Background: an optimization exercise with open tools, aiming at small area. Do not read the settings as production practice.
In this exercise RTL edits were held to simulation tests only and were not proved equivalent to the original.
Power is estimated from default activity; no workload was simulated.

### design/flow/config.mk
export PLATFORM = sky130hd
export DESIGN_NAME = sio_engine
export DESIGN_NICKNAME = sio_engine
export VERILOG_FILES = /design/flow/design.v
export SDC_FILE = /design/flow/constraint.sdc
export NUM_CORES = 4
export LEC_CHECK = 0
export CAP_MARGIN = 20
export CORE_MARGIN = 2
export CORE_UTILIZATION = 40
export PLACE_DENSITY = 0.6
export SLEW_MARGIN = 20
### design/flow/constraint.sdc
create_clock -name core_clock -period 12.0 [get_ports {clk}]
set_input_delay 2.4000 -clock core_clock [delete_from_list [all_inputs] [get_ports {clk}]]
set_output_delay 2.4000 -clock core_clock [all_outputs]
set_load 0.01 [all_outputs]
### design/flow/design.v
module sio_engine (
    input  wire        clk,
    input  wire        rst,
    input  wire        rx_valid,
    input  wire        rx_err,
    input  wire [15:0] rx_word,
    output wire        rx_ready,
    output wire        tx_valid,
    output wire [7:0]  tx_byte,
    input  wire        tx_ready,
    output wire        div_valid,
    output wire [15:0] div_value,
    input  wire        mnt_valid,
    input  wire [3:0]  mnt_unit,
    input  wire        mnt_mount,
    input  wire        mnt_fixed,
    input  wire [1:0]  mnt_ssize,
    input  wire        mnt_ro,
    input  wire        mnt_first_valid,
    input  wire        mnt_blk512,
    input  wire [15:0] mnt_scount,
    input  wire [31:0] mnt_base,
    input  wire [31:0] mnt_len,
    output wire        idle,
    output wire        mem_req,
    output wire        mem_we,
    output wire [3:0]  mem_store,
    output wire [31:0] mem_addr,
    output wire [7:0]  mem_wdata,
    input  wire        mem_ack,
    input  wire [7:0]  mem_rdata,
    output wire        buf_en,
    output wire        buf_we,
    output wire [8:0]  buf_addr,
    output wire [7:0]  buf_wdata,
    input  wire [7:0]  buf_rdata
);
    localparam [7:0]  CC_SPEED     = 8'h3F;
    localparam [7:0]  CC_FORMAT_SD = 8'h21;
    localparam [7:0]  CC_FORMAT_ED = 8'h22;
    localparam [7:0]  CC_PERCOM    = 8'h4E;
    localparam [7:0]  CC_FMC       = 8'h4D;
    localparam [7:0]  CC_STATUS    = 8'h53;
    localparam [7:0]  CC_READ      = 8'h52;
    localparam [7:0]  CC_WRITE     = 8'h50;
    localparam [7:0]  CC_WRITE_V   = 8'h57;
    localparam [2:0] H_NONE   = 3'd0;
    localparam [2:0] H_SPEED  = 3'd1;
    localparam [2:0] H_FORMAT = 3'd2;
    localparam [2:0] H_PERCOM = 3'd3;
    localparam [2:0] H_FMC    = 3'd4;
    localparam [2:0] H_STATUS = 3'd5;
    localparam [2:0] H_READ   = 3'd6;
    localparam [2:0] H_WRITE  = 3'd7;
    localparam [1:0] T_ACK = 2'd0;     
    localparam [1:0] T_NAK = 2'd1;     
    localparam [1:0] T_CMP = 2'd2;     
    localparam [1:0] T_ERR = 2'd3;     
    localparam [4:0] S_CLR    = 5'd0;    
    localparam [4:0] S_RX     = 5'd1;    
    localparam [4:0] S_INS    = 5'd2;    
    localparam [4:0] S_CHK    = 5'd3;    
    localparam [4:0] S_BUFC   = 5'd4;    
    localparam [4:0] S_SEC    = 5'd5;    
    localparam [4:0] S_MEM    = 5'd6;    
    localparam [4:0] S_BRD    = 5'd7;    
    localparam [4:0] S_FMT_BUF= 5'd8;    
    localparam [4:0] S_WR_RX  = 5'd9;    
    localparam [4:0] S_WR_CK  = 5'd10;   
    localparam [4:0] S_REP    = 5'd11;   
    localparam [4:0] S_REP_RD = 5'd12;   
    localparam [4:0] S_REP_TX = 5'd13;   
    localparam [4:0] S_REP_CK = 5'd14;   
    localparam [4:0] S_NEWDIV = 5'd15;   
    function [7:0] cks_add;
        input [7:0] a;
        input [7:0] b;
        reg   [8:0] s;
        begin
            s       = {1'b0, a} + {1'b0, b};
            cks_add = s[7:0] + {7'd0, s[8]};
        end
    endfunction
    localparam W = 70;
    reg [W-1:0] ring [0:14];
    reg [3:0]   hc;                
    wire [W-1:0] head = ring[14];
    wire        h_div    = head[69];
    wire        h_fixed  = head[68];
    wire [1:0]  h_ss     = head[67:66];
    wire        h_blk    = head[65];
    wire        h_fv     = head[64];
    wire        h_ro     = head[63];
    wire [15:0] h_scount = head[62:47];
    wire [30:0] h_base   = head[46:16];
    wire [15:0] h_m      = head[15:0];
    wire        h_mnt    = h_fixed | h_ss[1] | h_fv;
    reg [4:0]  state;
    reg [2:0]  pos;
    reg        sending;        
    reg [1:0]  tcode;
    reg [3:0]  du;             
    reg        devok;          
    reg [2:0]  hdl;
    reg        wv;             
    reg        vphase;         
    reg        success;
    reg [15:0] sec;
    reg [9:0]  bi;
    reg [7:0]  acc;
    reg [31:0] ma;
    reg        w_fixed;
    reg [1:0]  w_ss;
    reg        w_blk;
    reg        w_fv;           
    reg        w_ro;           
    wire here = (hc == du);
    wire [32:0] md     = {1'b0, mnt_len} - {2'b0, mnt_base};
    wire        m_b256 = !mnt_fixed && (mnt_ssize == 2'd1);
    wire [24:0] ma7    = md[31:7];
    wire [25:0] mb3    = {1'b0, ma7} + 26'd3;
    reg  [24:0] mq;
    always @(*) begin
        if (m_b256)
            mq = (ma7 < 25'd3) ? ma7 : mb3[25:1];
        else if (mnt_blk512 || mnt_ssize == 2'd2)
            mq = {2'd0, md[31:9]};
        else if (mnt_ssize == 2'd1)
            mq = {1'd0, md[31:8]};
        else
            mq = ma7;
    end
    wire [15:0] m_bound = md[32] ? 16'd0 :
                          (mq > {9'd0, mnt_scount}) ? mnt_scount : mq[15:0];
    wire        b256   = !w_fixed && (w_ss == 2'd1);
    wire        boot   = (sec[15:2] == 14'd0);
    wire [16:0] qd     = {1'b0, sec} - {16'd0, h_fv};
    wire [15:0] q      = qd[15:0];
    wire        in_range = !qd[16] && (q < h_scount);
    wire        fits   = (q < h_m);
    reg  [17:0] mofs;             
    always @(*) begin
        if (b256)
            mofs = boot ? {2'd0, q} : ({1'b0, q, 1'b0} - 18'd3);
        else if (w_blk || w_ss == 2'd2)
            mofs = {q, 2'b00};
        else if (w_ss == 2'd1)
            mofs = {1'b0, q, 1'b0};
        else
            mofs = {2'd0, q};
    end
    wire [24:0] phys_hi = {1'b0, h_base[30:7]} + {7'd0, mofs};
    wire [1:0]  ssz    = (b256 && boot) ? 2'd0 : w_ss;
    wire        last_sz = (bi[6:0] == 7'h7F) &&
                          ((ssz == 2'd0) || (ssz == 2'd1 && bi[7]) || (bi[8:7] == 2'b11));
    wire        last_ss = (bi[6:0] == 7'h7F) &&
                          ((w_ss == 2'd0) || (w_ss == 2'd1 && bi[7]) || (bi[8:7] == 2'b11));
    wire [1:0]  strsh  = w_blk ? ((w_ss == 2'd0) ? 2'd2 : 2'd1) : 2'd0;
    reg [2:0] lk;
    always @(*) begin
        case (rx_word[7:0])
            CC_SPEED:     lk = H_SPEED;
            CC_FORMAT_SD: lk = H_FORMAT;
            CC_FORMAT_ED: lk = H_FORMAT;
            CC_PERCOM:    lk = H_PERCOM;
            CC_FMC:       lk = H_FMC;
            CC_STATUS:    lk = H_STATUS;
            CC_READ:      lk = H_READ;
            CC_WRITE:     lk = H_WRITE;
            CC_WRITE_V:   lk = H_WRITE;
            default:      lk = H_NONE;
        endcase
    end
    reg permitted;
    always @(*) begin
        case (hdl)
            H_FORMAT: permitted = !h_ro;
            H_READ:   permitted = in_range;
            H_WRITE:  permitted = !h_ro && in_range;
            H_NONE:   permitted = 1'b0;
            default:  permitted = 1'b1;
        endcase
    end
    reg [7:0] cbyte;
    reg       clast;
    always @(*) begin
        cbyte = 8'h00;
        clast = 1'b0;
        case (hdl)
            H_SPEED: begin cbyte = 8'h06; clast = 1'b1; end
            H_PERCOM: begin
                clast = (bi[3:0] == 4'd11);
                case (bi[3:0])
                    4'd0:  cbyte = 8'h01;
                    4'd1:  cbyte = 8'h03;
                    4'd2:  cbyte = h_scount[15:8];
                    4'd3:  cbyte = h_scount[7:0];
                    4'd5:  cbyte = (w_ss == 2'd0) ? 8'h00 : 8'h04;
                    4'd6:  cbyte = {6'd0, w_ss == 2'd2, w_ss == 2'd1};
                    4'd7:  cbyte = {w_ss == 2'd0, 7'd0};
                    4'd8:  cbyte = 8'hFF;
                    default: cbyte = 8'h00;
                endcase
            end
            default: begin    
                clast = (bi[1:0] == 2'd3);
                case (bi[1:0])
                    2'd0: cbyte = {(w_ss == 2'd0) && (h_scount == 16'd1040), 1'b0,
                                   w_ss == 2'd1, 1'b0, h_ro, 3'd0};
                    2'd1: cbyte = 8'hFF;
                    2'd2: cbyte = 8'hE0;
                    default: cbyte = 8'h00;
                endcase
            end
        endcase
    end
    wire rep_last = (hdl == H_FORMAT) ? last_ss :
                    (hdl == H_READ)   ? last_sz : clast;
    wire [7:0] cks_in  = (state == S_REP_TX) ? buf_rdata : rx_word[7:0];
    wire [7:0] cks_sum = cks_add(acc, cks_in);
    wire rx_state = (state == S_RX) || (state == S_WR_RX) || (state == S_WR_CK);
    assign rx_ready  = rx_state && !sending;
    wire   rx_take   = rx_valid && rx_ready;
    assign tx_valid  = sending || (state == S_REP_TX) || (state == S_REP_CK);
    assign tx_byte   = (state == S_REP_TX) ? buf_rdata :
                       (state == S_REP_CK) ? acc :
                       {4'h4, tcode[1] ? {1'b0, tcode[0], !tcode[0], 1'b1}
                                       : {tcode[0], tcode[0], tcode[0], !tcode[0]}};
    wire chk_go   = (state == S_CHK) && !sending && (du == 4'd0 || here);
    wire newdiv   = (state == S_NEWDIV) && !sending && (hdl == H_SPEED);
    wire clr_div  = (state == S_CLR) && (hc == 4'd1);
    assign div_valid = (chk_go && du != 4'd0) || newdiv || clr_div;
    wire   div_fast  = newdiv || (h_div && !clr_div);
    assign div_value = {10'd0, !div_fast, 1'b0, !div_fast, div_fast, div_fast, 1'b0};
    assign idle      = (state == S_RX) && (pos == 3'd1) && !sending;
    assign mem_req   = (state == S_MEM);
    wire   fmt       = (hdl == H_FORMAT);
    assign mem_we    = fmt || (hdl == H_WRITE && !vphase);
    assign mem_store = w_fixed ? 4'd0 : du;
    assign mem_addr  = ma;
    assign mem_wdata = fmt ? 8'h00 : buf_rdata;
    reg        b_en, b_we;
    reg [7:0]  b_wdata;
    always @(*) begin
        b_en = 1'b0; b_we = 1'b0; b_wdata = 8'h00;
        case (state)
            S_BUFC:    begin b_en = here; b_we = 1'b1; b_wdata = cbyte; end
            S_FMT_BUF: begin b_en = 1'b1; b_we = 1'b1; b_wdata = (bi[9:1] == 9'd0) ? 8'hFF : 8'h00; end
            S_MEM:     begin b_en = mem_ack && (hdl == H_READ); b_we = 1'b1; b_wdata = mem_rdata; end
            S_WR_RX:   begin b_en = rx_valid && !rx_err; b_we = 1'b1; b_wdata = rx_word[7:0]; end
            S_BRD, S_REP_RD: b_en = 1'b1;
            default: ;
        endcase
    end
    assign buf_en    = b_en && !sending && !rst;
    assign buf_we    = b_we;
    assign buf_addr  = bi[8:0];
    assign buf_wdata = b_wdata;
    wire ins = (state == S_CLR) || ((state == S_INS) && here);
    wire set_fast = chk_go && devok && (hdl == H_SPEED) && h_mnt && du != 4'd0;
    wire [W-1:0] ins_entry = {1'b0, w_fixed, w_ss, w_blk, w_fv, w_ro, sec, ma[30:0], acc, bi[7:0]};
    wire [W-1:0] pass_entry = {h_div | set_fast, head[W-2:0]};
    integer k;
    always @(posedge clk) begin
        ring[0] <= ins ? ins_entry : pass_entry;
        for (k = 1; k < 15; k = k + 1)
            ring[k] <= ring[k-1];
    end
    always @(posedge clk) begin
        if (rst || hc == 4'd15)
            hc <= 4'd1;
        else
            hc <= hc + 4'd1;
    end
    always @(posedge clk) begin
        if (rst) begin
            state   <= S_CLR;
            pos     <= 3'd1;
            sending <= 1'b0;
            w_fixed <= 1'b0;
            w_ss    <= 2'd0;
            w_fv    <= 1'b0;
        end else if (sending) begin
            if (tx_ready)
                sending <= 1'b0;
        end else begin
            case (state)
                S_CLR: begin
                    if (hc == 4'd15)
                        state <= S_RX;
                end
                S_RX: begin
                    if (rx_valid) begin
                        if (rx_err || rx_word[15:8] != {5'd0, pos}) begin
                            pos <= 3'd1;
                        end else begin
                            acc <= (pos == 3'd1) ? rx_word[7:0] : cks_sum;
                            case (pos)
                                3'd1: begin
                                    du    <= rx_word[3:0];
                                    devok <= (rx_word[7:4] == 4'h3);
                                end
                                3'd2: begin
                                    hdl <= lk;
                                    wv  <= (rx_word[7:0] == CC_WRITE_V);
                                end
                                3'd3: sec[7:0]  <= rx_word[7:0];
                                3'd4: sec[15:8] <= rx_word[7:0];
                                default: ;
                            endcase
                            if (pos == 3'd5) begin
                                pos <= 3'd1;
                                if (rx_word[7:0] != acc) begin
                                    tcode   <= T_NAK;
                                    sending <= 1'b1;
                                end else begin
                                    state <= S_CHK;
                                end
                            end else begin
                                pos <= pos + 3'd1;
                            end
                        end
                    end else if (mnt_valid && pos == 3'd1 && mnt_unit != 4'd0) begin
                        du      <= mnt_unit;
                        w_fixed <= mnt_mount & mnt_fixed;
                        w_ss    <= mnt_mount ? mnt_ssize : 2'd0;
                        w_blk   <= mnt_blk512;
                        w_fv    <= mnt_mount & mnt_first_valid;
                        w_ro    <= mnt_ro;
                        sec     <= mnt_scount;
                        ma      <= mnt_base;
                        acc     <= m_bound[15:8];
                        bi      <= {2'd0, m_bound[7:0]};
                        state   <= S_INS;
                    end
                end
                S_INS: begin
                    if (here)
                        state <= S_RX;
                end
                S_CHK: begin
                    if (chk_go) begin
                        if (!devok) begin
                            state <= S_RX;
                        end else if (du == 4'd0 || !h_mnt || !permitted) begin
                            tcode   <= T_ERR;
                            sending <= 1'b1;
                            state   <= S_RX;
                        end else begin
                            tcode   <= T_ACK;
                            sending <= 1'b1;
                            w_fixed <= h_fixed;
                            w_ss    <= h_ss;
                            w_blk   <= h_blk;
                            success <= 1'b1;
                            vphase  <= 1'b0;
                            bi      <= 10'd0;
                            acc     <= 8'd0;
                            case (hdl)
                                H_SPEED, H_PERCOM, H_STATUS: state <= S_BUFC;
                                H_FMC:    state <= S_REP;
                                H_FORMAT: begin
                                    sec   <= {15'd0, h_fv};
                                    state <= S_SEC;
                                end
                                H_READ:   state <= S_SEC;
                                default:  state <= S_WR_RX;
                            endcase
                        end
                    end
                end
                S_BUFC: begin
                    if (here) begin
                        if (clast) begin
                            bi    <= 10'd0;
                            state <= S_REP;
                        end else begin
                            bi <= bi + 10'd1;
                        end
                    end
                end
                S_SEC: begin
                    if (here) begin
                        bi <= 10'd0;
                        ma <= {phys_hi, h_base[6:0]};
                        if (fmt) begin
                            if (!in_range) begin
                                state <= S_FMT_BUF;
                            end else if (!fits) begin
                                success <= 1'b0;
                                state   <= S_FMT_BUF;
                            end else begin
                                state <= S_MEM;
                            end
                        end else if (!fits) begin
                            success <= 1'b0;
                            state   <= S_REP;
                        end else begin
                            state <= (hdl == H_READ) ? S_MEM : S_BRD;
                        end
                    end
                end
                S_BRD: state <= S_MEM;
                S_MEM: begin
                    if (mem_ack) begin
                        if (hdl == H_WRITE && vphase && mem_rdata != buf_rdata)
                            success <= 1'b0;
                        if (last_sz) begin
                            bi <= 10'd0;
                            if (fmt) begin
                                sec   <= sec + 16'd1;
                                state <= S_SEC;
                            end else if (hdl == H_WRITE && wv && !vphase) begin
                                vphase <= 1'b1;
                                state  <= S_SEC;
                            end else begin
                                state <= S_REP;
                            end
                        end else begin
                            bi <= bi + 10'd1;
                            ma <= ma + ({29'd0, 3'd1} << strsh);
                            if (hdl == H_WRITE)
                                state <= S_BRD;
                        end
                    end
                end
                S_FMT_BUF: begin
                    if (last_ss) begin
                        bi    <= 10'd0;
                        state <= S_REP;
                    end else begin
                        bi <= bi + 10'd1;
                    end
                end
                S_WR_RX: begin
                    if (rx_valid) begin
                        if (rx_err) begin
                            state <= S_RX;
                        end else begin
                            acc <= cks_sum;
                            if (last_sz) begin
                                state <= S_WR_CK;
                            end else begin
                                bi <= bi + 10'd1;
                            end
                        end
                    end
                end
                S_WR_CK: begin
                    if (rx_valid) begin
                        if (rx_err) begin
                            state <= S_RX;
                        end else if (rx_word[7:0] != acc) begin
                            tcode   <= T_NAK;
                            sending <= 1'b1;
                            state   <= S_RX;
                        end else begin
                            tcode   <= T_ACK;
                            sending <= 1'b1;
                            state   <= S_SEC;
                        end
                    end
                end
                S_REP: begin
                    tcode   <= success ? T_CMP : T_ERR;
                    sending <= 1'b1;
                    acc     <= 8'd0;
                    bi      <= 10'd0;
                    state   <= (hdl == H_FMC || hdl == H_WRITE) ? S_NEWDIV : S_REP_RD;
                end
                S_REP_RD: state <= S_REP_TX;
                S_REP_TX: begin
                    if (tx_ready) begin
                        acc <= cks_sum;
                        bi  <= bi + 10'd1;
                        state <= rep_last ? S_REP_CK : S_REP_RD;
                    end
                end
                S_REP_CK: begin
                    if (tx_ready)
                        state <= S_NEWDIV;
                end
                default: begin    
                    state <= S_RX;
                end
            endcase
        end
    end
endmodule
### design/flow/run.sh
#!/bin/bash
# synth_recipe.tcl (not shown) runs the flow's synth.tcl, then flattens the netlist and writes it again
# the make line also repeats each setting of config.mk as NAME=value (left out here)
make -C /OpenROAD-flow-scripts/flow DESIGN_CONFIG=/design/flow/config.mk WORK_HOME=/design/flow/orfs CLKGATE_MAP_FILE= SYNTH_SCRIPT=/design/flow/synth_recipe.tcl finish
==> impl_metrics.tcl, run 1 <==
set metrics [dict create \
    hold_class "reg -> reg" \
    fp.dieH_microns 309 \
    coreArea_sq_um 91800 \
    clk_pin_slew_worst_paths_ps 60 \
    cts_buffer_depth 3 \
    worstHoldPathCells 0 \
    antenna_found_initial 9 \
    synth_flop_cell "dfxtp_1" \
    cts_resized 0 \
    final_cells 4739 \
    critPathArrivalTime_ps 9800 \
    p_switching_mw 3.02 \
    critPathKind "in -> reg" \
    synth_edf_count 81 \
    die_w_microns 309 \
    yosys_warnings 2 \
    internal_power_mw 8.43 \
    nNetsFinal 3668 \
    drive_gt1_share_pct 9.16 \
    num_rows 111 \
    post-route-util_pct 47.9 \
    grt_pass1_wl_microns 140000 \
    clk_latency_ps 690 \
    startpoint_type "primary input" \
    design_area_sq_um 43900 \
    required_ps 12420 \
    use_met1_pct 27.3 \
    root_buffer "clkbuf_16" \
    grt_use_met3_pct 4.17 \
    drt_iter0_markers 1935 \
    status "finished clean" \
    gp_congestion 0.917 \
    wl_microns 93300 \
    hold_start "ring[12][65]" \
    layout_commonest_cell "dfxtp_1" \
    critPathSlowestCell "nand2b_1" \
    p_per_area_nw_per_um2 261 \
    ys_ff_latch 1147 \
    remaining_drc_errors 0 \
    hold_end "ring[13][65]" \
    power_frac_seq_pct 54.5 \
    cts_made_buffers 102 \
    grt_pass1_vias 22672 \
    synth_area_per_cell_sq_um 11.6 \
    die_area_sq_um 95300 \
    wl_per_cell_microns 19.7 \
    min_period_over_period_pct 78.2 \
    busiest_layer "met2" \
    path_max_fanout 18 \
    grt_use_total_pct 19.4 \
    ios 223 \
    met2_usage_pct 30.1 \
    leakage_nw 17.7 \
    max_cap_viol_count 0 \
    place_ws_ps 1970 \
    cts_setup_buffers 0 \
    r2r_slack_ps 5020 \
    p_clk_share_pct 29.9 \
    finClkSkew_ps 34.2 \
    period_needed_ps 9380 \
    rr_startpoint "sec[4]" \
    cts_sinks 1147 \
    mappedNetlistArea_sq_um 37100 \
    first_pass_iters 6 \
    synth_cells 3214 \
    slew_headroom_pct 30.1 \
    htreeDepth 3 \
    ir_drop_mv 0.160 \
    clock.fmax_mhz 107 \
    swShare_pct 26.4 \
    rsz0062_at_grt "false" \
    seq_area_frac_synth_pct 64.0 \
    dp_hpwl_microns 68200 \
    final.setup.worst_slack_ps 2620 \
    ant_nets 0 \
    finalSetupTns_ps 0 \
    p_comb_share_pct 15.6 \
    ctsHoldBuffers 0 \
    async_flop_share_pct 0 \
    dp_cells 4550 \
    dr_total_vias 23857 \
    worst_slew_pin_slew_ps 1030 \
    r2r_cells 22 \
    cts_tree "yes" \
    maxSlewViolCount 0 \
    cpPeakStageDelay_ps 620 \
    crit_path_end_kind "flip-flop" \
    start_util_pct 40.4 \
    hold_viol_final 0 \
    finalSetupViolations 0 \
    synthToLayoutAreaGrowth_pct 18.3 \
    synth_cell_types 105 \
    r2r_end "ma[29]" \
    dpl_cell_area_sq_um 40300 \
    overflow 0 \
    vias_per_cell 5.03 \
    grt_max_degree 55 \
    port_buffers 210 \
    final_cell_mix "dfxtp_1 (1066), clkdlybuf4s50_1 (210), nand2_1 (204)" \
]
## layer usage
layer | wire length [microns] | up-vias | share of wire [%]
li1 | - | 11544 | -
met1 | 43500 | 11359 | 47
met2 | 41000 | 773 | 44
met3 | 6380 | 165 | 6.8
met4 | 2270 | 16 | 2.4
met5 | 93 | - | 0.10
## metrics by stage
step	hold WS [ps]	power, mW
floorplan	310	7.27
global placement	310	8.03
detailed placement	312	8.07
CTS	306	11.5
global route	322	12.0
finish	299	11.4
## worst max-delay path: cells and delay by family
kind | cells | cell delay [ps]
adders and majority gates | 2 | 680
and+or+nand+nor | 7 | 2640
buffers and inverters | 3 | 740
AOI/OAI and AO/OA | 13 | 3340
## worst max path at each step
stage                startpoint  endpoint  depth (start not counted)
floorplan           mnt_base[6]    acc[0]                         26
CTS                 mnt_base[8]    acc[1]                         25
finish              mnt_base[8]    acc[1]                         25
global placement    mnt_base[6]    acc[1]                         25
global route        mnt_base[8]    acc[1]                         28
detailed placement  mnt_base[8]    acc[1]                         25
## registers in the layout, summed over array words and instances, names as in the netlist, 2 cells and up
signal,count
hc,4
acc,8
hdl,3
tcode,2
du,4
ma,32
pos,3
ring,1050
bi,10
state,4
sec,16
w_ss,2
## cell type report
class / count / area (sq um)
fill: 8301 / 47900
sequential: 1147 / 23800
multi-input combinational: 1767 / 12000
clock buffer: 143 / 3030
timing repair buffer: 241 / 2330
tap: 1243 / 1560
clock inverter: 45 / 617
inverter: 152 / 571
antenna: 1 / 2.50
## logic make-up after synthesis
family / Yosys count / share of synthesized area [%]
DFF: 1147 / 64.0
and+or+nand+nor: 736 / 9.78
AOI/OAI and AO/OA: 646 / 11.7
buffers and inverters: 312 / 3.79
xor gates and xnor gates: 158 / 3.79
adders and majority gates: 127 / 4.34
muxes: 87 / 2.56
other: 1 / 0.0101
## power by group through the flow
| stage | combinational [mW] | sequential [mW] | clock (mW) |
|---|---|---|---|
| 2_1_floorplan | 1.24 | 6.03 | 0 |
| 3_3_place_gp | 1.75 | 6.27 | 0 |
| 3_5_place_dp | 1.76 | 6.31 | 0 |
| 4_1_cts | 1.78 | 6.27 | 3.50 |
| 5_1_grt | 1.96 | 6.42 | 3.66 |
| 6_report | 1.78 | 6.24 | 3.42 |
## Yosys cell counts, types with 31 or more instances
master | instances | share of area (%)
dfxtp_1 | 1066 | 57
nand2_1 | 205 | 2.1
nor2_1 | 175 | 1.8
a21oi_1 | 147 | 2.0
inv_1 | 147 | 1.5
o21ai_0 | 134 | 1.8
ha_1 | 124 | 4.2
xnor2_1 | 86 | 2.0
edfxtp_1 | 81 | 6.6
clkbuf_1 | 78 | 0.79
nand3_1 | 76 | 1.0
xor2_1 | 69 | 1.6
mux2_2 | 63 | 1.9
nor3_1 | 63 | 0.85
buf_4 | 55 | 1.1
a22oi_1 | 50 | 1.0
nor2b_1 | 31 | 0.52
o211ai_1 | 31 | 0.63
o22ai_1 | 31 | 0.52
==> inputs of run 2 (changes only) <==
--- a/design/flow/design.v
+++ b/design/flow/design.v
@@ -81,20 +81,22 @@
             cks_add = s[7:0] + {7'd0, s[8]};
         end
     endfunction
-    localparam W = 70;
+    localparam W = 69;
     reg [W-1:0] ring [0:14];
     reg [3:0]   hc;                
     wire [W-1:0] head = ring[14];
-    wire        h_div    = head[69];
-    wire        h_fixed  = head[68];
-    wire [1:0]  h_ss     = head[67:66];
-    wire        h_blk    = head[65];
-    wire        h_fv     = head[64];
+    wire        h_div    = head[68];
+    wire [3:0]  h_code   = head[67:64];
     wire        h_ro     = head[63];
     wire [15:0] h_scount = head[62:47];
     wire [30:0] h_base   = head[46:16];
     wire [15:0] h_m      = head[15:0];
-    wire        h_mnt    = h_fixed | h_ss[1] | h_fv;
+    wire        h_mnt    = |h_code;
+    wire        h_blk    = (h_code[3:2] == 2'd3);
+    wire        h_fixed  = h_blk | h_code[0];
+    wire [1:0]  h_ss     = h_blk ? {1'b0, h_code[0]} : h_code[3:2];
+    wire        h_b256   = (h_code[3:2] == 2'd1) && !h_code[0];
+    wire        h_fv     = h_b256 | h_code[1];
     reg [4:0]  state;
     reg [2:0]  pos;
     reg        sending;        
@@ -109,45 +111,53 @@
     reg [9:0]  bi;
     reg [7:0]  acc;
     reg [31:0] ma;
-    reg        w_fixed;
-    reg [1:0]  w_ss;
+    reg        w_fixed;        
+    reg [1:0]  w_ss;           
     reg        w_blk;
     reg        w_fv;           
     reg        w_ro;           
     wire here = (hc == du);
     wire [32:0] md     = {1'b0, mnt_len} - {2'b0, mnt_base};
     wire        m_b256 = !mnt_fixed && (mnt_ssize == 2'd1);
-    wire [24:0] ma7    = md[31:7];
-    wire [25:0] mb3    = {1'b0, ma7} + 26'd3;
+    wire [24:0] mdec   = md[31:7] - 25'd1;
     reg  [24:0] mq;
     always @(*) begin
         if (m_b256)
-            mq = (ma7 < 25'd3) ? ma7 : mb3[25:1];
+            mq = {1'b0, mdec[24:1]};
         else if (mnt_blk512 || mnt_ssize == 2'd2)
             mq = {2'd0, md[31:9]};
         else if (mnt_ssize == 2'd1)
             mq = {1'd0, md[31:8]};
         else
-            mq = ma7;
+            mq = md[31:7];
     end
-    wire [15:0] m_bound = md[32] ? 16'd0 :
-                          (mq > {9'd0, mnt_scount}) ? mnt_scount : mq[15:0];
+    wire        m_small = m_b256 && (md[31:9] == 23'd0) && (md[8:7] != 2'd3);
+    wire [15:0] m_bound = md[32]          ? 16'd0 :
+                          m_small         ? {15'd0, md[8]} :
+                          (mq[24:16] != 9'd0) ? 16'hFFFF : mq[15:0];
+    wire        m_kb    = !md[32] && (!m_small || md[7]);
+    wire [3:0]  m_code  = !mnt_mount  ? 4'd0 :
+                          mnt_blk512  ? {2'd3, mnt_first_valid, mnt_ssize[0]} :
+                          m_b256      ? {2'd1, m_kb, 1'b0} :
+                                        {mnt_ssize, mnt_first_valid, mnt_fixed};
     wire        b256   = !w_fixed && (w_ss == 2'd1);
     wire        boot   = (sec[15:2] == 14'd0);
-    wire [16:0] qd     = {1'b0, sec} - {16'd0, h_fv};
-    wire [15:0] q      = qd[15:0];
-    wire        in_range = !qd[16] && (q < h_scount);
-    wire        fits   = (q < h_m);
+    wire [16:0] rc     = {1'b0, sec} + {1'b0, ~h_scount} + {16'd0, !h_fv};
+    wire        in_range = !rc[16] && !(h_fv && sec == 16'd0);
+    wire        nb256  = h_b256 && !boot;
+    wire [15:0] qv     = sec - (nb256 ? 16'd3 : {15'd0, h_fv});
+    wire [1:0]  kboot  = (h_m[15:1] != 15'd0) ? 2'd3 : {h_m[0], h_code[1]};
+    wire        fits   = (h_b256 && boot) ? (qv[1:0] < kboot) : (qv < h_m);
     reg  [17:0] mofs;             
     always @(*) begin
-        if (b256)
-            mofs = boot ? {2'd0, q} : ({1'b0, q, 1'b0} - 18'd3);
-        else if (w_blk || w_ss == 2'd2)
-            mofs = {q, 2'b00};
-        else if (w_ss == 2'd1)
-            mofs = {1'b0, q, 1'b0};
+        if (h_b256)
+            mofs = boot ? {2'd0, qv} : {1'b0, qv, 1'b1};
+        else if (h_blk || h_ss == 2'd2)
+            mofs = {qv, 2'b00};
+        else if (h_ss == 2'd1)
+            mofs = {1'b0, qv, 1'b0};
         else
-            mofs = {2'd0, q};
+            mofs = {2'd0, qv};
     end
     wire [24:0] phys_hi = {1'b0, h_base[30:7]} + {7'd0, mofs};
     wire [1:0]  ssz    = (b256 && boot) ? 2'd0 : w_ss;
@@ -258,7 +268,7 @@
     assign buf_wdata = b_wdata;
     wire ins = (state == S_CLR) || ((state == S_INS) && here);
     wire set_fast = chk_go && devok && (hdl == H_SPEED) && h_mnt && du != 4'd0;
-    wire [W-1:0] ins_entry = {1'b0, w_fixed, w_ss, w_blk, w_fv, w_ro, sec, ma[30:0], acc, bi[7:0]};
+    wire [W-1:0] ins_entry = {1'b0, w_ss, w_fv, w_fixed, w_ro, sec, ma[30:0], acc, bi[7:0]};
     wire [W-1:0] pass_entry = {h_div | set_fast, head[W-2:0]};
     integer k;
     always @(posedge clk) begin
@@ -322,10 +332,9 @@
                         end
                     end else if (mnt_valid && pos == 3'd1 && mnt_unit != 4'd0) begin
                         du      <= mnt_unit;
-                        w_fixed <= mnt_mount & mnt_fixed;
-                        w_ss    <= mnt_mount ? mnt_ssize : 2'd0;
-                        w_blk   <= mnt_blk512;
-                        w_fv    <= mnt_mount & mnt_first_valid;
+                        w_fixed <= m_code[0];
+                        w_ss    <= m_code[3:2];
+                        w_fv    <= m_code[1];
                         w_ro    <= mnt_ro;
                         sec     <= mnt_scount;
                         ma      <= mnt_base;
--- a/design/flow/config.mk
+++ b/design/flow/config.mk
@@ -8,5 +8,6 @@
 export CAP_MARGIN = 20
 export CORE_MARGIN = 2
 export CORE_UTILIZATION = 40
+export CTS_BUF_LIST = sky130_fd_sc_hd__clkbuf_8
 export PLACE_DENSITY = 0.6
 export SLEW_MARGIN = 20
==> run 2 against run 1 <==
  * Highest routed layer is now met4
  * Hold slack got worse by 17 ps
  * Clock power down 7.0%
  * Count of clock-buffer cells in the layout increased by 60
  * Largest power group unchanged
  * Maximum frequency increased by 25%
  * Core utilization fell by 0.34 points
  * Worst setup slack gained 1900 ps
  * Wire length down 2.1%
  * Sequential cell count shrank 15
  * Global-route usage up 0.14 points
  * Via count is 2.2% lower
==> impl_metrics.tcl, run 2 <==
set metrics [dict create \
    critPathKind "in -> out" \
    top_regs "ring (1035), ma (32), sec (16)" \
    min_period_over_period_pct 62.4 \
    worstPathCellList "clkdlybuf4s50_1, buf_4, inv_1, or3_1, a21oi_1, a21oi_1, nor3_1, clkdlybuf4s50_1" \
    wl_microns 91300 \
    cts_tree "yes" \
    cts_sinks 1132 \
    final_cells 4655 \
    max_cap_viol_count 0 \
    ant_nets 0 \
    grt_max_degree 74 \
    whs_ps 282 \
    grt_pass1_wl_microns 137000 \
    clk_pin_slew_worst_paths_ps 60 \
    worstHoldPathCells 0 \
    ctsHoldBuffers 0 \
    drive_gt1_share_pct 10.8 \
    status "finished clean" \
    yosys_warnings 2 \
    period_needed_ps 7490 \
    crit_path_end_kind "output port" \
    synth_edf_count 81 \
    nNetsFinal 3591 \
    ys_ff_latch 1132 \
    yosysMostFrequentCell "dfxtp_1" \
    dr_total_vias 23342 \
    synth_cells 3090 \
    num_rows 110 \
    overflow 0 \
    die_area_sq_um 92500 \
    finalSetupTns_ps 0 \
    cts_made_buffers 169 \
    hold_viol_final 0 \
    wl_per_cell_microns 19.6 \
    synth_commonest_cells "dfxtp_1 (1051), nand2_1 (223), nor2_1 (162)" \
    required_ps 9600 \
    final_cell_mix "dfxtp_1 (1051), nand2_1 (223), clkdlybuf4s50_1 (210)" \
    dp_cells 4349 \
    gp_congestion 0.942 \
    critPathSlowestCell "clkdlybuf4s50_1" \
    synthToLayoutAreaGrowth_pct 18.2 \
    power_mw 11.3 \
    synth_area_per_cell_sq_um 11.7 \
    yosysTopAreaCell "dfxtp_1" \
    rsz0062_at_grt "false" \
    largest_reg_flops 1035 \
    critical_path_buf_inv_count 4 \
    crit_cells 8 \
    startpoint_type "primary input" \
    seq_area_frac_synth_pct 65.2 \
    ios 223 \
    slew_headroom_pct 22.4 \
    path_delay_family "buffers and inverters" \
    nFillCells 8162 \
    grt_use_total_pct 19.5 \
    cts_resized 0 \
    yosys.area.top_type_share_pct 58.4 \
    drt_iter0_markers 1932 \
    first_pass_iters 6 \
    vias_per_cell 5.01 \
    coreArea_sq_um 89600 \
    remaining_drc_errors 0 \
    die_w_microns 304 \
    ir_drop_mv 0.174 \
    critPathArrivalTime_ps 5090 \
    async_flop_share_pct 0 \
    maxSlewViolCount 0 \
    path_max_fanout 28 \
    synth_area_leaders "dfxtp_1 (58%), edfxtp_1 (6.8%), ha_1 (3.9%), nand2_1 (2.3%), o21ai_0 (2.0%)" \
    cpPeakStageDelay_ps 590 \
    cts_setup_buffers 0 \
    finClkSkew_ps 72.8 \
    grt_pass1_vias 22357 \
    p_per_area_nw_per_um2 265 \
    hold_class "reg -> reg" \
    synth_cell_types 100 \
    r2r_cells 22 \
    antenna_found_initial 3 \
    finalSetupViolations 0 \
    root_buffer "clkbuf_8" \
    dp_hpwl_microns 66600 \
    port_buffers 210 \
    leakage_nw 17.4 \
    htreeDepth 4 \
    mappedNetlistArea_sq_um 36000 \
    post-route-util_pct 47.5 \
    layout_commonest_cell "dfxtp_1" \
    fp.dieH_microns 304 \
    cts_buffer_depth 3 \
    worst_slew_pin_slew_ps 1160 \
    start_util_pct 40.2 \
    synth_flop_cell "dfxtp_1" \
    regMostFlops "ring" \
    clock.fmax_mhz 134 \
    clk_latency_ps 840 \
]
-- run 2: changes by cell type after synthesis, sizes merged, moves of 11 or more --
cell / before / now
nand3: 76 / 60
inv: 147 / 122
nor2: 175 / 163
o21a: 29 / 16
dfxtp: 1066 / 1051
ha: 124 / 113
o21ai: 143 / 162
buf: 82 / 71
clkbuf: 78 / 93
nand2: 205 / 224
a21oi: 148 / 129
-- run 2: stage by stage --
stage                     instance area [sq um]  setup WS (ps)
after floorplan                           36100           5940
after global placement                    39000           4440
after detailed placement                  39000           4520
after CTS                                 42600           4510
after global routing                      42600           4360
final                                     42600           4510
-- run 2: worst paths after layout --
path                            slack, ps          to       start
worst min register to register        280  ring[9][2]  ring[8][2]
worst max register to register       5090      ma[26]      sec[4]
worst max-delay path                 4510      buf_en    rx_valid
worst min-delay path                  280  ring[9][2]  ring[8][2]
-- run 2: layout make-up --
cell class                 count  area, sq um  area share, %
inverter                     125          469           1.10
multi-input combinational   1681        11300           26.5
sequential                  1132        23500           55.1
clock inverter               102          774           1.82
timing repair buffer         235         2290           5.38
antenna                        1         2.50        0.00588
clock buffer                 203         2790           6.56
tap                         1176         1470           3.46
-- run 2: where the power goes --
group	total, mW	internal (mW)	switching (mW)
registers	6.19	5.58	0.605
clock network	3.18	1.75	1.43
logic	1.92	0.781	1.14
-- run 2: cells by family (layout without fill, tap and decap cells) --
family | Yosys count | count (layout) | share of synthesized area (%)
flip-flops | 1132 | 1132 | 65.2
AND/OR/NAND/NOR | 709 | 709 | 9.56
AO/OA/AOI/OAI | 601 | 601 | 11.0
buffers and inverters | 289 | 665 | 3.67
XOR/XNOR | 151 | 151 | 3.73
adder cells (fa/ha/maj) | 117 | 117 | 4.15
multiplexers | 90 | 90 | 2.71
other | 1 | 14 | 0.0104
-- run 2: metal layers --
| metal | GRT usage (%) | routed length, microns | up-vias |
|---|---|---|---|
| li1 | - | - | 11236 |
| met1 | 26.5 | 42400 | 11246 |
| met2 | 30.8 | 41600 | 721 |
| met3 | 4.00 | 4950 | 139 |
| met4 | 7.29 | 2360 | 0 |
| met5 | 0 | 0 | - |
==> inputs of run 3 (changes only) <==
--- a/design/flow/config.mk
+++ b/design/flow/config.mk
@@ -8,6 +8,6 @@
 export CAP_MARGIN = 20
 export CORE_MARGIN = 2
 export CORE_UTILIZATION = 40
-export CTS_BUF_LIST = sky130_fd_sc_hd__clkbuf_8
+export CTS_BUF_LIST = sky130_fd_sc_hd__clkbuf_4
 export PLACE_DENSITY = 0.6
 export SLEW_MARGIN = 20
==> run 3 against run 2 <==
  * Still clean
  * Hold slack got worse by 68 ps
  * Critical path depth did not move
  * Combinational power barely moved
  * Total power barely moved
  * Critical path type unchanged
==> impl_metrics.tcl, run 3 <==
set metrics [dict create \
    status "finished clean" \
    fp.dieH_microns 304 \
    ir_drop_mv 0.136 \
    seq_area_frac_synth_pct 65.2 \
    crit_path_end_kind "output port" \
    required_ps 9600 \
    synth_area_per_cell_sq_um 11.7 \
    worst_slew_pin_slew_ps 1160 \
    ctsHoldBuffers 0 \
    synthToLayoutAreaGrowth_pct 18.4 \
    cpPeakStageDelay_ps 600 \
    cts_tree "yes" \
    hold_class "reg -> reg" \
    ant_nets 0 \
    dp_hpwl_microns 66600 \
    yosys_warnings 2 \
    synth_flop_cell "dfxtp_1" \
    dr_total_vias 24120 \
    top_regs "ring (1035), ma (32), sec (16)" \
    gp_congestion 0.942 \
    synth_edf_count 81 \
    root_buffer "clkbuf_4" \
    period_needed_ps 7500 \
    port_buffers 210 \
    yosysTopAreaCell "dfxtp_1" \
    wl_microns 92200 \
    cts_sinks 1132 \
    critPathSlowestCell "clkdlybuf4s50_1" \
    finClkSkew_ps 151 \
    multi_input_area_sq_um 11300 \
    drive_gt1_share_pct 15.7 \
    critPathKind "in -> out" \
    layout_commonest_cell "dfxtp_1" \
    path_max_fanout 28 \
    synth_cell_types 100 \
    clock.fmax_mhz 133 \
    start_util_pct 40.2 \
    ys_ff_latch 1132 \
    critical_path_buf_inv_count 4 \
    num_rows 110 \
    final_cell_mix "dfxtp_1 (1051), clkbuf_4 (418), nand2_1 (223)" \
    power_mw 11.3 \
    final.setup.worst_slack_ps 4500 \
    clk_pin_slew_worst_paths_ps 80 \
    first_pass_iters 6 \
    cts_setup_buffers 0 \
    remaining_drc_errors 0 \
    crit_start "rx_valid" \
    grt_pass1_vias 23607 \
    yosys.area.top_type_share_pct 58.4 \
    rsz0062_at_grt "false" \
    seqCellArea_sq_um 23500 \
    hold_start "ring[2][66]" \
    slew_headroom_pct 22.5 \
    leakage_nw 17.6 \
    design_area_sq_um 42600 \
    path_delay_family "buffers and inverters" \
    min_period_over_period_pct 62.5 \
    die_w_microns 304 \
    vias_per_cell 4.99 \
    grt_use_total_pct 19.8 \
    finalSetupTns_ps 0 \
    htreeDepth 5 \
    overflow 0 \
    rr_startpoint "sec[5]" \
    synth_area_leaders "dfxtp_1 (58%), edfxtp_1 (6.8%), ha_1 (3.9%), nand2_1 (2.3%), o21ai_0 (2.0%)" \
    cts_resized 0 \
    finalSetupViolations 0 \
    largest_reg_flops 1035 \
    worstPathCellList "clkdlybuf4s50_1, buf_4, inv_1, or3_1, a21oi_1, a21oi_1, nor3_1, clkdlybuf4s50_1" \
    mappedNetlistArea_sq_um 36000 \
    die_area_sq_um 92500 \
    nNetsFinal 3718 \
    place_ws_ps 4520 \
    regMostFlops "ring" \
    clk_latency_ps 1150 \
    critPathArrivalTime_ps 5100 \
    yosysMostFrequentCell "dfxtp_1" \
    antenna_found_initial 4 \
    cts_made_buffers 296 \
    max_cap_viol_count 0 \
    grt_max_degree 74 \
    startpoint_type "primary input" \
    wl_per_cell_microns 19.1 \
    nFillCells 8248 \
    ios 223 \
    drt_iter0_markers 1852 \
    async_flop_share_pct 0 \
    hold_viol_final 0 \
    grt_pass1_wl_microns 139000 \
    dpl_cell_area_sq_um 39000 \
    cts_buffer_depth 4 \
    coreArea_sq_um 89600 \
    maxSlewViolCount 0 \
    synth_commonest_cells "dfxtp_1 (1051), nand2_1 (223), nor2_1 (162)" \
    synth_cells 3090 \
    p_per_area_nw_per_um2 265 \
]
==> run 3: changes by cell type in the layout (fill, tap and decap cells not counted), sizes merged <==
cell	change
clkinv	+16
clkbuf	+215
inv	-62
clkinvlp	+1
diode	+7
==> run 3: worst register-to-register path, cell delays in order, from the launching register on <==
cell and delay [ps]:
edfxtp_1 580, or4_4 610, nor3_2 180, nand3_2 220
nand2_1 170, ha_1 240, a211oi_1 350, nand2_1 140
nor4_1 250, xor2_1 610, o22ai_1 180, a221oi_1 570
ha_1 370, a21oi_1 190, nor2b_1 70, a41oi_1 150
o21ai_0 190, o41ai_1 580, nor3_1 150, o41a_1 490
nand2_1 120, xor2_1 160, o21ai_0 90
==> run 3: layout make-up <==
cell class / count / area share [%]
antenna: 8 / 0.0470
sequential: 1132 / 55.1
clock buffer: 418 / 7.36
timing repair buffer: 235 / 5.37
inverter: 125 / 1.10
tap: 1176 / 3.45
multi-input combinational: 1681 / 26.5
clock inverter: 57 / 1.11
==> run 3: logic make-up after synthesis <==
family                     share of synthesized area [%]
other                                             0.0104
DFF                                                 65.2
adders and majority gates                           4.15
AOI/OAI and AO/OA                                   11.0
buffers and inverters                               3.67
xor gates and xnor gates                            3.73
muxes                                               2.71
and+or+nand+nor                                     9.56
==> run 3: worst paths after layout <==
check                                    to  slack (ps)  depth (start not counted)
worst max register to register       ma[26]        5000                         22
worst max-delay path                 buf_en        4500                          8
worst min-delay path            ring[3][66]         210                          0
worst min register to register  ring[3][66]         210                          0
==> run 3: layer usage <==
metal	up-vias	GRT usage, %	share of wire (%)
met4	0	8.97	3.3
met2	766	31.1	46
met1	11557	26.1	46
met5	-	0	0
met3	176	4.53	5.2
li1	11621	-	-
==> run 3: report_power, final <==
part | internal [mW] | switching, mW
sequential | 5.58 | 0.598
clock | 1.78 | 1.41
combinational | 0.781 | 1.14
==> run 3: metrics by stage <==
step / cells / utilization (%) / hold WS (ps)
2_1_floorplan: 3102 / - / 310
3_3_place_gp: 4349 / 43.5 / 310
3_5_place_dp: 4349 / 43.5 / 312
4_1_cts: 4824 / 47.6 / 211
5_1_grt: 4831 / 47.6 / 223
6_report: 4832 / 47.6 / 214
==> inputs of run 4 (changes only) <==
--- a/design/flow/design.v
+++ b/design/flow/design.v
@@ -117,7 +117,7 @@
     reg        w_fv;           
     reg        w_ro;           
     wire here = (hc == du);
-    wire [32:0] md     = {1'b0, mnt_len} - {2'b0, mnt_base};
+    wire [32:0] md     = {1'b0, mnt_len} - {2'b0, 1'b0, mnt_base[30:0]};
     wire        m_b256 = !mnt_fixed && (mnt_ssize == 2'd1);
     wire [24:0] mdec   = md[31:7] - 25'd1;
     reg  [24:0] mq;
@@ -337,7 +337,7 @@
                         w_fv    <= m_code[1];
                         w_ro    <= mnt_ro;
                         sec     <= mnt_scount;
-                        ma      <= mnt_base;
+                        ma      <= {1'b0, mnt_base[30:0]};
                         acc     <= m_bound[15:8];
                         bi      <= {2'd0, m_bound[7:0]};
                         state   <= S_INS;
==> design/flow/flow/run.sh (new file) <==
#!/bin/bash
# Own layout flow: the standard ORFS flow (standard.sh: the standard
# synthesis unchanged, floorplan, power grid, tap cells, placement, CTS,
# routing, finish) with two settings changed through the environment:
#  - the port buffers that global placement inserts are the smallest plain
#    buffer (sky130_fd_sc_hd__buf_1) instead of the cell buffer_ports picks
#    by default; every input and output port still gets its own buffer;
#  - clock tree synthesis clusters up to 30 sinks within 60 um per leaf
#    buffer and inserts no dummy loads, so the tree needs fewer buffers.
# The make output goes to standard_flow.log; ORFS keeps each tool's own log
# under orfs/logs.
set -euo pipefail
cd "$(dirname "$0")/.."
export BUFFER_PORTS_ARGS="-buffer_cell sky130_fd_sc_hd__buf_1"
export CTS_ARGS="-sink_clustering_enable -repair_clock_nets -dont_use_dummy_load -sink_clustering_size 30 -sink_clustering_max_diameter 60"
bash ./standard.sh > standard_flow.log 2>&1
==> design/flow/standard.sh (new file) <==
#!/bin/bash
# synth_recipe.tcl (not shown) runs the flow's synth.tcl, then flattens the netlist and writes it again
# the make line also repeats each setting of config.mk as NAME=value (left out here)
make -C /OpenROAD-flow-scripts/flow DESIGN_CONFIG=/design/flow/config.mk WORK_HOME=/design/flow/orfs CLKGATE_MAP_FILE= SYNTH_SCRIPT=/design/flow/synth_recipe.tcl "${@:-finish}"
--- a/design/flow/config.mk
+++ b/design/flow/config.mk
@@ -8,6 +8,5 @@
 export CAP_MARGIN = 20
 export CORE_MARGIN = 2
 export CORE_UTILIZATION = 40
-export CTS_BUF_LIST = sky130_fd_sc_hd__clkbuf_4
 export PLACE_DENSITY = 0.6
 export SLEW_MARGIN = 20
removed: design/flow/run.sh
==> run 4 against run 3 <==
  * Die area shrank 0.26%
  * Wire length fell by 3.7%
  * Clock power shrank about 40%
  * Final area decreased by 8.6%
  * Maximum frequency is 8.9% lower
  * Register-to-register slack worse by 1200 ps
  * Still clean
  * Hold slack gained 62 ps
  * Non-clock buffer count unchanged
==> impl_metrics.tcl, run 4 <==
set metrics [dict create \
    synthToLayoutAreaGrowth_pct 8.48 \
    path_max_fanout 31 \
    crit_end "ma[26]" \
    critPathKind "reg -> reg" \
    cts_buffer_depth 3 \
    synth_top_family_by_area "compound AO/OA/AOI/OAI gates" \
    rr_startpoint "ring[14][66]" \
    synthSimpleGateAreaFrac_pct 9.48 \
    p_per_area_nw_per_um2 251 \
    die_w_microns 304 \
    rsz0062_at_grt "false" \
    die_area_sq_um 92200 \
    clk_pin_slew_worst_paths_ps 100 \
    cts_sinks 1132 \
    cts_made_buffers 56 \
    grt_pass1_wl_microns 132000 \
    antenna_found_initial 11 \
    cts_setup_buffers 0 \
    clk_latency_ps 660 \
    whs_ps 275 \
    path_common_cell "nor2_1" \
    grt_max_degree 50 \
    cpPeakStageDelay_ps 970 \
    ys_ff_latch 1132 \
    slew_headroom_pct 26.4 \
    synthAdderAreaFrac_pct 4.09 \
    ctsHoldBuffers 0 \
    regMostFlops "ring" \
    synth-compound-area-share_pct 10.8 \
    grt_pass1_vias 20621 \
    crit_start "ring[14][66]" \
    hold_viol_final 0 \
    num_rows 109 \
    drt_iter0_markers 2274 \
    root_buffer "clkbuf_16" \
    largest_reg_flops 1035 \
    remaining_drc_errors 0 \
    nNetsFinal 3439 \
    critPathSlowestCell "dfxtp_1" \
    power_mw 9.79 \
    startpoint_type "flip-flop" \
    final_cell_mix "dfxtp_1 (1051), buf_1 (208), nor2_1 (184)" \
    drive_gt1_share_pct 6.17 \
    period_needed_ps 8240 \
    synth_commonest_cells "dfxtp_1 (1051), nor2_1 (186), nand2_1 (178)" \
    synth_cell_types 93 \
    ant_nets 0 \
    r2r_cells 21 \
    synth_area_per_cell_sq_um 11.8 \
    critPathArrivalTime_ps 8610 \
    synth_edf_count 81 \
    ir_drop_mv 0.165 \
    grt_use_total_pct 18.8 \
    min_period_over_period_pct 68.6 \
    status "finished clean" \
    synth_flop_cell "dfxtp_1" \
    fp.dieH_microns 304 \
    yosysTopAreaCell "dfxtp_1" \
    synth_cells 3055 \
    mappedNetlistArea_sq_um 35900 \
    synth.area.mux_share_pct 2.78 \
    vias_per_cell 5.15 \
    synth_area_leaders "dfxtp_1 (59%), edfxtp_1 (6.8%), ha_1 (3.9%), xor2_1 (2.0%), nor2_1 (1.9%)" \
    dp_hpwl_microns 65300 \
    finalSetupTns_ps 0 \
    port_buffers 209 \
    wl_microns 88800 \
    async_flop_share_pct 0 \
    hold_class "reg -> reg" \
    coreArea_sq_um 88600 \
    required_ps 12370 \
    overflow 0 \
    crit_path_end_kind "flip-flop" \
    max_cap_viol_count 0 \
    yosys.area.top_type_share_pct 58.6 \
    dr_total_vias 22440 \
    finalSetupViolations 0 \
    worstPathCellList "nor3b_1, nand2_1, fa_1, nor2_1, nand2_1, or3_1, nor3_1, xor2_1, nor2_1, nor2_1, ha_1, a21oi_1, o21ai_0, a211oi_1, o311ai_0, a21boi_0, o31ai_1, o41ai_1, nand2b_1, xor2_1, o21ai_0" \
    gp_congestion 0.917 \
    ios 223 \
    r2r_end "ma[26]" \
    cts_tree "yes" \
    r2r_slack_ps 3760 \
    worst_slew_pin_slew_ps 1100 \
    layout_commonest_cell "dfxtp_1" \
    synth-xor-area-share_pct 3.81 \
    maxSlewViolCount 0 \
    seq_area_frac_synth_pct 65.3 \
    final_cells 4358 \
    post-route-util_pct 44.0 \
    dp_cells 4301 \
    top_regs "ring (1035), ma (32), sec (16)" \
    first_pass_iters 6 \
    finClkSkew_ps 64.3 \
    cts_resized 0 \
    start_util_pct 40.5 \
    clock.fmax_mhz 121 \
    htreeDepth 2 \
    yosys_warnings 2 \
    wl_per_cell_microns 20.4 \
    leakage_nw 15.4 \
    yosysMostFrequentCell "dfxtp_1" \
]
[run 4: stage by stage]
step                worst slack, ps  cell area (sq um)
global placement               4050              37600
global route                   3110              39000
CTS                            3970              39000
detailed placement             4040              37600
floorplan                      5880              36000
finish                         3760              39000
[run 4: area by class of cell]
type	count	area [sq um]
inverter	123	462
antenna	1	2.50
clock buffer	56	1400
multi-input combinational	1646	11200
timing repair buffer	235	981
fill	8408	49700
sequential	1132	23500
tap	1165	1460
[run 4: power by group]
part,switching [mW],internal (mW),total [mW]
Clock,1.09,0.829,1.92
Sequential,0.616,5.59,6.20
Combinational,1.02,0.649,1.67
Total,2.73,7.06,9.79
[run 4: critical path, delay by kind of cell, from the launching register on]
family	cells	cell delay, ps
flops	1	970
compound gates	8	2340
fa+ha+maj	2	920
simple gates	9	2960
xor+xnor	2	750
[run 4: cells by family (layout without fill, tap and decap cells)]
group                      after synthesis  after routing
buffers and inverters                  289            414
DFF                                   1132           1132
AOI/OAI and AO/OA                      578            578
adders and majority gates              115            115
xor gates and xnor gates               153            153
other                                    1             14
and+or+nand+nor                        695            695
muxes                                   92             92
[run 4: worst min path at each step]
stage	from	end	slack, ps	cells after the start
after detailed placement	ring[10][12]	ring[11][12]	310	0
after floorplan	ring[9][0]	ring[10][0]	310	0
after global routing	ring[6][28]	ring[7][28]	280	0
after CTS	ring[6][28]	ring[7][28]	270	0
after global placement	ring[7][65]	ring[8][65]	310	0
final	ring[6][28]	ring[7][28]	280	0
[run 4: routing by layer]
layer / part of all wire [%] / global-route usage [%] / vias to the layer above / wire length (microns)
met2: 42 / 27.9 / 817 / 37500
met4: 2.9 / 5.44 / 18 / 2570
met1: 47 / 27.6 / 10693 / 42100
met3: 7.4 / 3.74 / 161 / 6570
met5: 0.12 / 0 / - / 103
li1: - / - / 10751 / -
==> inputs of run 5 (changes only) <==
==> design/flow/flow/run.sh (replaced) <==
#!/bin/bash
# Own layout flow: the standard ORFS flow (standard.sh) with three
# changes made through the environment, nothing else:
#  - synthesis maps the combinational logic with an area-oriented ABC script
#    (flow/abc_map.script in place of ORFS's abc_speed.script).  The rest of
#    the synthesis is the standard one (same Yosys passes, flip-flop mapping,
#    flattening and renaming), so the registers are the standard synthesis's;
#  - the port buffers that global placement inserts are the smallest plain
#    buffer (sky130_fd_sc_hd__buf_1); every input and output port still gets
#    its own buffer;
#  - clock tree synthesis clusters up to 30 sinks within 60 um per leaf
#    buffer and inserts no dummy loads, so the tree needs fewer buffers.
# The make output goes to standard_flow.log; ORFS keeps each tool's own log
# under orfs/logs.
set -euo pipefail
cd "$(dirname "$0")/.."
rm -rf orfs_scripts
cp -r "$FLOW_HOME/scripts" orfs_scripts
cp flow/abc_map.script orfs_scripts/abc_speed.script
export SCRIPTS_DIR="$PWD/orfs_scripts"
export BUFFER_PORTS_ARGS="-buffer_cell sky130_fd_sc_hd__buf_1"
export CTS_ARGS="-sink_clustering_enable -repair_clock_nets -dont_use_dummy_load -sink_clustering_size 30 -sink_clustering_max_diameter 60"
bash ./standard.sh > standard_flow.log 2>&1
==> design/flow/flow/abc_map.script (new file) <==
&get -n
&st
&synch2
&nf -a
&st
&dch
&nf -a
&st
&dch
&nf -a
&put
topo
stime -c
==> run 5 against run 4 <==
  * Die area is 3.8% lower
  * Clock power rose by 2%
  * Clock skew rose by 42 ps
  * Via count down 2.0%
  * Wire length fell by 1.8%
  * Hold slack worse by 8.4 ps
  * First-iteration DRC count shrank 26%
  * Count of clock-buffer cells in the layout rose by 3
  * Maximum frequency increased by 14%
==> impl_metrics.tcl, run 5 <==
set metrics [dict create \
    nNetsFinal 3386 \
    final_cell_mix "dfxtp_1 (1051), buf_1 (208), a21oi_1 (185)" \
    multi_input_area_sq_um 10300 \
    yosys_warnings 2 \
    finalSetupTns_ps 0 \
    min_period_over_period_pct 60.4 \
    gp_congestion 0.929 \
    synth_edf_count 81 \
    num_rows 107 \
    finalSetupViolations 0 \
    leakage_nw 14.8 \
    clock.fmax_mhz 138 \
    max_cap_viol_count 0 \
    drt_iter0_markers 1686 \
    crit_cells 20 \
    dr_total_vias 21996 \
    first_pass_iters 5 \
    p_per_area_nw_per_um2 178 \
    vias_per_cell 5.13 \
    layout_commonest_cell "dfxtp_1" \
    maxSlewViolCount 0 \
    rr_startpoint "ring[14][66]" \
    path_delay_family "compound AO/OA/AOI/OAI gates" \
    fp.dieH_microns 298 \
    grt_pass1_vias 20686 \
    hold_start "ring[13][30]" \
    seqCellArea_sq_um 23500 \
    die_w_microns 298 \
    crit_start "mnt_base[3]" \
    required_ps 12290 \
    period_needed_ps 7250 \
    critPathKind "in -> reg" \
    yosysTopAreaCell "dfxtp_1" \
    critPathSlowestCell "o31ai_1" \
    mappedNetlistArea_sq_um 34500 \
    r2r_slack_ps 4840 \
    path_max_fanout 16 \
    critPathArrivalTime_ps 7540 \
    synth_cell_types 70 \
    largest_reg_flops 1035 \
    grt_pass1_wl_microns 128000 \
    crit_path_end_kind "flip-flop" \
    clk_latency_ps 680 \
    synth_area_per_cell_sq_um 12.0 \
    status "finished clean" \
    drive_gt1_share_pct 3.03 \
    top_regs "ring (1035), ma (32), sec (16)" \
    synth_cells 2884 \
    r2r_cells 24 \
    worst_slew_pin_slew_ps 1150 \
    start_util_pct 40.4 \
    hold_end "ring[14][30]" \
    overflow 0 \
    htreeDepth 2 \
    clk_pin_slew_worst_paths_ps 70 \
    hold_class "reg -> reg" \
    dp_hpwl_microns 65000 \
    finClkSkew_ps 106 \
    wl_per_cell_microns 20.3 \
    synth_commonest_cells "dfxtp_1 (1051), a21oi_1 (185), nand2_1 (179)" \
    cpPeakStageDelay_ps 800 \
    worstHoldPathCells 0 \
    regMostFlops "ring" \
    rsz0062_at_grt "false" \
    antenna_found_initial 11 \
    ant_nets 0 \
    seq_area_frac_synth_pct 68.0 \
    root_buffer "clkbuf_16" \
    cts_setup_buffers 0 \
    cts_made_buffers 59 \
    ios 223 \
    ctsHoldBuffers 0 \
    wl_microns 87200 \
    grt_use_total_pct 19.1 \
    synthToLayoutAreaGrowth_pct 10.4 \
    port_buffers 209 \
    synth_area_leaders "dfxtp_1 (61%), edfxtp_1 (7.0%), ha_1 (4.0%), a21oi_1 (2.7%), o21ai_0 (2.2%)" \
    die_area_sq_um 88700 \
    cts_tree "yes" \
    startpoint_type "primary input" \
    yosys.area.top_type_share_pct 60.9 \
    dpl_cell_area_sq_um 36600 \
    worstPathCellList "buf_1, clkinv_1, ha_1, and2_0, nand4_1, a311oi_1, nor2_1, o31ai_1, xor2_1, or4_1, nor4_1, buf_4, nand2_1, o41ai_1, o21ai_0, nor3_1, buf_4, o21ai_0, a21oi_1, o31ai_1" \
    r2r_end "ma[31]" \
    critical_path_buf_inv_count 4 \
    cts_resized 0 \
    cts_buffer_depth 3 \
    ir_drop_mv 0.124 \
    coreArea_sq_um 85400 \
    nFillCells 8050 \
    async_flop_share_pct 0 \
    remaining_drc_errors 0 \
    synth_flop_cell "dfxtp_1" \
    cts_sinks 1132 \
    yosysMostFrequentCell "dfxtp_1" \
    slew_headroom_pct 23.0 \
    hold_viol_final 0 \
    design_area_sq_um 38100 \
    grt_max_degree 70 \
    ys_ff_latch 1132 \
]
==> run 5: changes by cell type after synthesis, moves of 22 or more <==
cell / before / now
clkinv_1: 0 / 116
o21ai_0: 127 / 155
a21oi_1: 116 / 185
mux2_1: 0 / 36
xnor2_1: 69 / 47
clkbuf_1: 98 / 0
xor2_1: 80 / 52
mux2_2: 62 / 0
and2_0: 0 / 33
inv_1: 123 / 0
==> run 5: layout make-up <==
| cell class | count | share of cell area [%] |
|---|---|---|
| antenna | 4 | 0.0262 |
| clock buffer | 59 | 3.87 |
| inverter | 116 | 1.14 |
| multi-input combinational | 1593 | 27.0 |
| sequential | 1132 | 61.5 |
| tap | 1144 | 3.75 |
| timing repair buffer | 239 | 2.68 |
==> run 5: metal layers <==
layer,track usage [%],wire length [microns],up-vias
met1,26.0,39700,10474
met3,4.15,5820,184
met4,7.66,3540,12
met5,0,67,-
met2,29.5,38100,700
li1,-,-,10626
==> run 5: per-stage QoR <==
step,power [mW],hold WS [ps],std cells,utilization (%),worst slack [ps]
after floorplan,4.68,310,2896,-,4680
after global placement,4.90,310,4223,42.9,4350
after detailed placement,4.91,312,4223,42.9,4400
after CTS,6.85,265,4282,44.6,4950
after global routing,7.07,275,4283,44.6,4330
final,6.79,267,4287,44.7,4750
==> run 5: cells by family after synthesis <==
logic type / Yosys count / synth area share, %
other cells: 1 / 0.0109
compound gates: 643 / 11.7
mux: 51 / 1.61
xor+xnor: 99 / 2.51
flops: 1132 / 68.0
fa+ha+maj: 115 / 4.25
buf+inv: 171 / 2.46
simple gates: 672 / 9.51
==> run 5: worst max-delay path by stage <==
stage          endpoint
2_1_floorplan    acc[3]
3_3_place_gp     acc[1]
3_5_place_dp     acc[1]
4_1_cts          ma[28]
5_1_grt          acc[1]
6_report         acc[1]
==> run 5: report_power, final <==
group	switching (mW)	internal [mW]
Combinational	0.357	0.198
Sequential	0.118	4.16
Clock	1.09	0.869
Total	1.56	5.22

static timing again, ports no longer ideal:
No port has a modelled driver above. Below, the same layouts with a new extraction and two added sets of constraints.
Step 1, drivers: a clkbuf_16 drives clk and a buf_2 each remaining input, both assumed.
Step 2 moves the port delays by t, midway between the first and last clock arrival at a register: inputs arrive t later, outputs are due t later. That takes back most of the time a late clock gives input paths.
Three values: ideal ports, drivers, drivers and shift; two values: the first two.
run	t, ns	setup WS [ns]	clock arrival spread, ns
run 1	0.732	2.621 / 2.657 / 1.925	0.039 / 0.038
run 2	0.867	4.511 / 4.485 / 4.485	0.074 / 0.074
run 3	1.129	4.499 / 4.473 / 4.473	0.151 / 0.152
run 4	0.694	3.764 / 3.764 / 3.764	0.074 / 0.075
run 5	0.690	4.748 / 4.793 / 4.103	0.107 / 0.107
After both steps every run listed still meets setup and hold. The setup slack of run 1, which loses most, moves by +0.036 ns with the drivers and by -0.696 ns with both steps.
